Source: an optimization exercise on an open RTL-to-GDS flow (aim: small area, a short achievable clock period and few clock cycles). Production flows keep margins and buffers that such runs may drop. Power figures rest on the tool's default switching activity, not on a simulated workload.

==> module mbf_wrx, before the edit <==
module mbf_wrx (
    input  wire        clk,
    input  wire        rst,
    input  wire        rx_strict,
    input  wire        rx_valid,
    input  wire [31:0] rx_data,
    input  wire        rx_last,
    input  wire [2:0]  rx_cnt,
    output reg         rd_valid,
    output reg  [31:0] rd_data,
    output reg  [2:0]  rd_cnt,
    output reg         res_valid,
    output reg  [1:0]  res_kind,
    output reg  [3:0]  res_err,
    output wire [15:0] res_cmd,
    output wire [15:0] res_len
);
    localparam [15:0] CMD_DBG_MESSAGE = 16'hF001;
    localparam [15:0] CMD_ID_RETRY    = 16'hF002;
    localparam [1:0] KIND_MESSAGE = 2'd0;
    localparam [1:0] KIND_RETRY   = 2'd1;
    localparam [1:0] KIND_DEBUG   = 2'd2;
    localparam [1:0] KIND_FAIL    = 2'd3;
    localparam [3:0] ERR_NONE         = 4'h0;
    localparam [3:0] ERR_LEN_MISMATCH = 4'h2;
    localparam [3:0] ERR_BAD_PACKET   = 4'h3;
    localparam [3:0] ERR_INCONSISTENT = 4'h4;
    localparam [3:0] ERR_TOO_LONG     = 4'h5;
    reg        first;        
    reg [4:0]  k;            
    reg [4:0]  nidx;         
    reg [3:0]  tot0;
    reg [9:0]  sum;          
    reg [9:0]  nlen;         
    reg        len_big;      
    reg        lenok1;       
    reg        p0ge4;        
    reg [15:0] cmd_q;
    reg [15:0] len_q;
    reg        cmd_dbg;      
    reg        cmd_rty;      
    reg [4:0]  wpos;         
    reg [5:0]  plen_q;
    reg [3:0]  idx_q;
    reg [3:0]  tot_q;
    assign res_cmd = cmd_q;
    assign res_len = len_q;
    wire        w0     = (wpos == 5'd0);
    wire        w1     = (wpos == 5'd1);
    wire [2:0]  nb     = rx_cnt;
    wire [3:0]  idx_c  = w0 ? rx_data[15:12] : idx_q;
    wire [3:0]  tot_c  = w0 ? rx_data[11:8]  : tot_q;
    wire [7:0]  t_q = {2'b00, plen_q} + 8'd2 - {1'b0, wpos, 2'b00};
    reg  [2:0]  tk_cnt;
    reg         tk_hi;       
    always @(*) begin
        tk_hi = 1'b0;
        if (w0) begin
            tk_hi  = 1'b1;
            tk_cnt = first ? 3'd0 :
                     (rx_data[5:1] != 5'd0) ? 3'd2 : {2'b00, rx_data[0]};
        end else if (w1 && first) begin
            tk_hi  = 1'b1;
            tk_cnt = (plen_q[5:3] != 3'd0 || plen_q[2:1] == 2'b11) ? 3'd2 :
                     (plen_q == 6'd5) ? 3'd1 : 3'd0;
        end else begin
            tk_cnt = t_q[7] ? 3'd0 : (t_q[6:0] > 7'd4) ? 3'd4 : t_q[2:0];
        end
    end
    reg         plen_ge;
    always @(*) begin
        case (nb)
            3'd2:    plen_ge = (rx_data[5:0] != 6'd0);
            3'd3:    plen_ge = (rx_data[5:1] != 5'd0);
            3'd4:    plen_ge = (rx_data[5:2] != 4'd0) || (rx_data[1:0] == 2'd3);
            3'd5:    plen_ge = (rx_data[5:2] != 4'd0);
            3'd6:    plen_ge = (rx_data[5:3] != 3'd0) || (rx_data[2] && rx_data[1:0] != 2'd0);
            3'd7:    plen_ge = (rx_data[5:3] != 3'd0) || (rx_data[2] && rx_data[1]);
            default: plen_ge = 1'b1;
        endcase
    end
    wire        short_w0 = first || plen_ge;
    wire        short_wn = (!t_q[7] && ((t_q[6:0] > 7'd4) || (nb < t_q[2:0]))) ||
                           (first && w1 && nb < 3'd2);
    wire        bad_pkt  = w0 ? short_w0 : ((plen_q == 6'd63) || short_wn);
    wire [5:0]  plen_s   = w0 ? {4'd0, rx_data[1:0]} : plen_q;
    wire        too_long = !first && (k == 5'd16);
    wire        inconsist = rx_strict &&
                            (first ? (idx_c != 4'd0)
                                   : (({1'b0, idx_c} != nidx) || (tot_c != tot0)));
    wire        complete = (idx_c == tot_c);
    wire [5:0]  len_m4   = plen_q - 6'd4;
    wire        lenok_in = (rx_data[15:0] == {10'd0, len_m4}) && (plen_q[5:2] != 4'd0);
    wire [10:0] rest     = {1'b0, ~nlen} + 11'd4 - {1'b0, sum};
    wire        len_ok   = first ? (w1 ? lenok_in : lenok1)
                                 : ((rest == {5'd0, plen_s}) && !len_big && p0ge4);
    wire [9:0]  sum_p    = (first ? 10'd0 : sum) + {4'd0, plen_q};
    reg  [9:0]  sum_nx;
    always @(*) begin
        if (!w0)
            sum_nx = sum_p;
        else case (rx_data[1:0])
            2'd0:    sum_nx = sum;
            2'd1:    sum_nx = sum + 10'd1;
            default: sum_nx = sum + 10'd2;
        endcase
    end
    wire        ev       = rx_valid && rx_last;
    wire        fail     = bad_pkt || too_long || inconsist;
    wire        ended    = fail || complete;
    always @(posedge clk) begin
        rd_data  <= {rx_data[31:16], tk_hi ? rx_data[31:16] : rx_data[15:0]};
        rd_cnt   <= tk_cnt;
        res_kind <= fail || !len_ok      ? KIND_FAIL :
                    cmd_dbg ? KIND_DEBUG :
                    cmd_rty ? KIND_RETRY : KIND_MESSAGE;
        res_err  <= bad_pkt   ? ERR_BAD_PACKET :
                    too_long  ? ERR_TOO_LONG :
                    inconsist ? ERR_INCONSISTENT :
                    !len_ok   ? ERR_LEN_MISMATCH : ERR_NONE;
        if (rst) begin
            first     <= 1'b1;
            wpos      <= 5'd0;
            rd_valid  <= 1'b0;
            res_valid <= 1'b0;
        end else begin
            rd_valid  <= rx_valid && (tk_cnt != 3'd0);
            res_valid <= ev && ended;
            if (rx_valid) begin
                if (w0) begin
                    plen_q <= rx_data[5:0];
                    idx_q  <= rx_data[15:12];
                    tot_q  <= rx_data[11:8];
                    if (first) begin
                        cmd_q   <= rx_data[31:16];
                        cmd_dbg <= (rx_data[31:16] == CMD_DBG_MESSAGE);
                        cmd_rty <= (rx_data[31:16] == CMD_ID_RETRY);
                    end
                end
                if (first && w1) begin
                    len_q   <= rx_data[15:0];
                    len_big <= (rx_data[15:10] != 6'd0);
                    lenok1  <= lenok_in;
                    nlen    <= ~rx_data[9:0];
                end
                if (rx_last) begin
                    wpos  <= 5'd0;
                    first <= ended;
                    k     <= first ? 5'd1 : k + 5'd1;
                    sum   <= sum_nx;
                    nidx  <= {1'b0, idx_c} + 5'd1;
                    if (first) begin
                        tot0  <= tot_c;
                        p0ge4 <= (plen_q[5:2] != 4'd0);
                    end
                end else if (!wpos[4]) begin
                    wpos <= wpos + 5'd1;
                end
            end
        end
    end
endmodule
==> flow/config.mk <==
export PLATFORM = sky130hd
export DESIGN_NAME = mbf_framer32
export DESIGN_NICKNAME = mbf_framer32
export VERILOG_FILES = /design/flow/design.v
export SDC_FILE = /design/flow/constraint.sdc
export NUM_CORES = 4
export LEC_CHECK = 0
export ABC_AREA = 1
export CAP_MARGIN = 20
export CORE_MARGIN = 2
export CORE_UTILIZATION = 40
export CTS_CLUSTER_DIAMETER = 120
export CTS_CLUSTER_SIZE = 24
export SLEW_MARGIN = 20
==> flow/constraint.sdc <==
create_clock -name core_clock -period 8.0 [get_ports {clk}]
set_input_delay 1.6000 -clock core_clock [delete_from_list [all_inputs] [get_ports {clk}]]
set_output_delay 1.6000 -clock core_clock [all_outputs]
set_load 0.01 [all_outputs]
standard.sh (not shown) runs the stock make flow with config.mk's settings and CLKGATE_MAP_FILE= SYNTH_SCRIPT=/design/flow/synth_recipe.tcl, a recipe that flattens the netlist after the stock synthesis.
==> flow/flow/run.sh <==
#!/bin/bash
set -euo pipefail
export BUFFER_PORTS_ARGS="-buffer_cell sky130_fd_sc_hd__buf_1"
export SETUP_SLACK_MARGIN=5.3
bash standard.sh > standard.log 2>&1
Then changed:
--- a/flow/design.v
+++ b/flow/design.v
@@ -217,14 +217,13 @@
     localparam [3:0] ERR_INCONSISTENT = 4'h4;
     localparam [3:0] ERR_TOO_LONG     = 4'h5;
     reg        first;        
     reg [4:0]  k;            
     reg [4:0]  nidx;         
     reg [3:0]  tot0;
-    reg [9:0]  sum;          
-    reg [9:0]  nlen;         
+    reg [10:0] need;         
     reg        len_big;      
     reg        lenok1;       
     reg        p0ge4;        
     reg [15:0] cmd_q;
     reg [15:0] len_q;
     reg        cmd_dbg;      
@@ -278,24 +277,24 @@
     wire        inconsist = rx_strict &&
                             (first ? (idx_c != 4'd0)
                                    : (({1'b0, idx_c} != nidx) || (tot_c != tot0)));
     wire        complete = (idx_c == tot_c);
     wire [5:0]  len_m4   = plen_q - 6'd4;
     wire        lenok_in = (rx_data[15:0] == {10'd0, len_m4}) && (plen_q[5:2] != 4'd0);
-    wire [10:0] rest     = {1'b0, ~nlen} + 11'd4 - {1'b0, sum};
     wire        len_ok   = first ? (w1 ? lenok_in : lenok1)
-                                 : ((rest == {5'd0, plen_s}) && !len_big && p0ge4);
-    wire [9:0]  sum_p    = (first ? 10'd0 : sum) + {4'd0, plen_q};
-    reg  [9:0]  sum_nx;
+                                 : ((need == {5'd0, plen_s}) && !len_big && p0ge4);
+    wire [10:0] need_k   = 11'd4 - {5'd0, plen_q};
+    wire [10:0] need_1   = {1'b0, rx_data[9:0]} + need_k;
+    reg  [10:0] need_nx;
     always @(*) begin
         if (!w0)
-            sum_nx = sum_p;
+            need_nx = need - {5'd0, plen_q};
         else case (rx_data[1:0])
-            2'd0:    sum_nx = sum;
-            2'd1:    sum_nx = sum + 10'd1;
-            default: sum_nx = sum + 10'd2;
+            2'd0:    need_nx = need;
+            2'd1:    need_nx = need - 11'd1;
+            default: need_nx = need - 11'd2;
         endcase
     end
     wire        ev       = rx_valid && rx_last;
     wire        fail     = bad_pkt || too_long || inconsist;
     wire        ended    = fail || complete;
     always @(posedge clk) begin
@@ -328,19 +327,19 @@
                     end
                 end
                 if (first && w1) begin
                     len_q   <= rx_data[15:0];
                     len_big <= (rx_data[15:10] != 6'd0);
                     lenok1  <= lenok_in;
-                    nlen    <= ~rx_data[9:0];
+                    need    <= need_1;
                 end
                 if (rx_last) begin
                     wpos  <= 5'd0;
                     first <= ended;
                     k     <= first ? 5'd1 : k + 5'd1;
-                    sum   <= sum_nx;
+                    if (!first) need <= need_nx;
                     nidx  <= {1'b0, idx_c} + 5'd1;
                     if (first) begin
                         tot0  <= tot_c;
                         p0ge4 <= (plen_q[5:2] != 4'd0);
                     end
                 end else if (!wpos[4]) begin
=>
- The changed run produced a clean layout
- power is higher by about 4.3%
- core utilization went up by 2.1 points
- critical path depth goes up by 8
- hold slack is worse by 7.3 ps
- worst setup slack gets worse by 200 ps
- global-route usage goes up by 1.3 points
- cell area rose by about 3.6%
- via count went up by about 3.7%
- maximum frequency went down by about 7%
No run of this note included a check of the RTL's function; only the layout flow was run.

separate check: timing with driven ports:
How much do the figures lean on ideal ports? The routed layouts below were timed once more, with nothing changed but the port constraints.
Step 1, drivers: a clkbuf_16 drives clk and a buf_2 each remaining input, both assumed.
Step 2, shift: input delay + t, output delay - t, t = (earliest + latest rising clock arrival at the registers) / 2. This alone moves slack from input paths to output paths.
Slacks: ideal / step 1 / step 2; pairs: ideal / step 1.
| run | t (ns) | setup slack, ns | worst hold slack (ns) | worst setup path at the end | slew at the worst register clock pin (ns) |
|---|---|---|---|---|---|
| the first run | 0.552 | 5.309 / 5.262 / 4.783 | 0.477 / 0.477 / 0.477 | input to register | 0.10 / 0.10 |
| the second run | 0.558 | 5.114 / 5.114 / 4.770 | 0.470 / 0.470 / 0.470 | input to register | 0.10 / 0.10 |
After both steps every run listed still meets setup and hold. The setup slack of the first run, which loses most, moves by -0.047 ns with the drivers and by -0.526 ns with both steps.
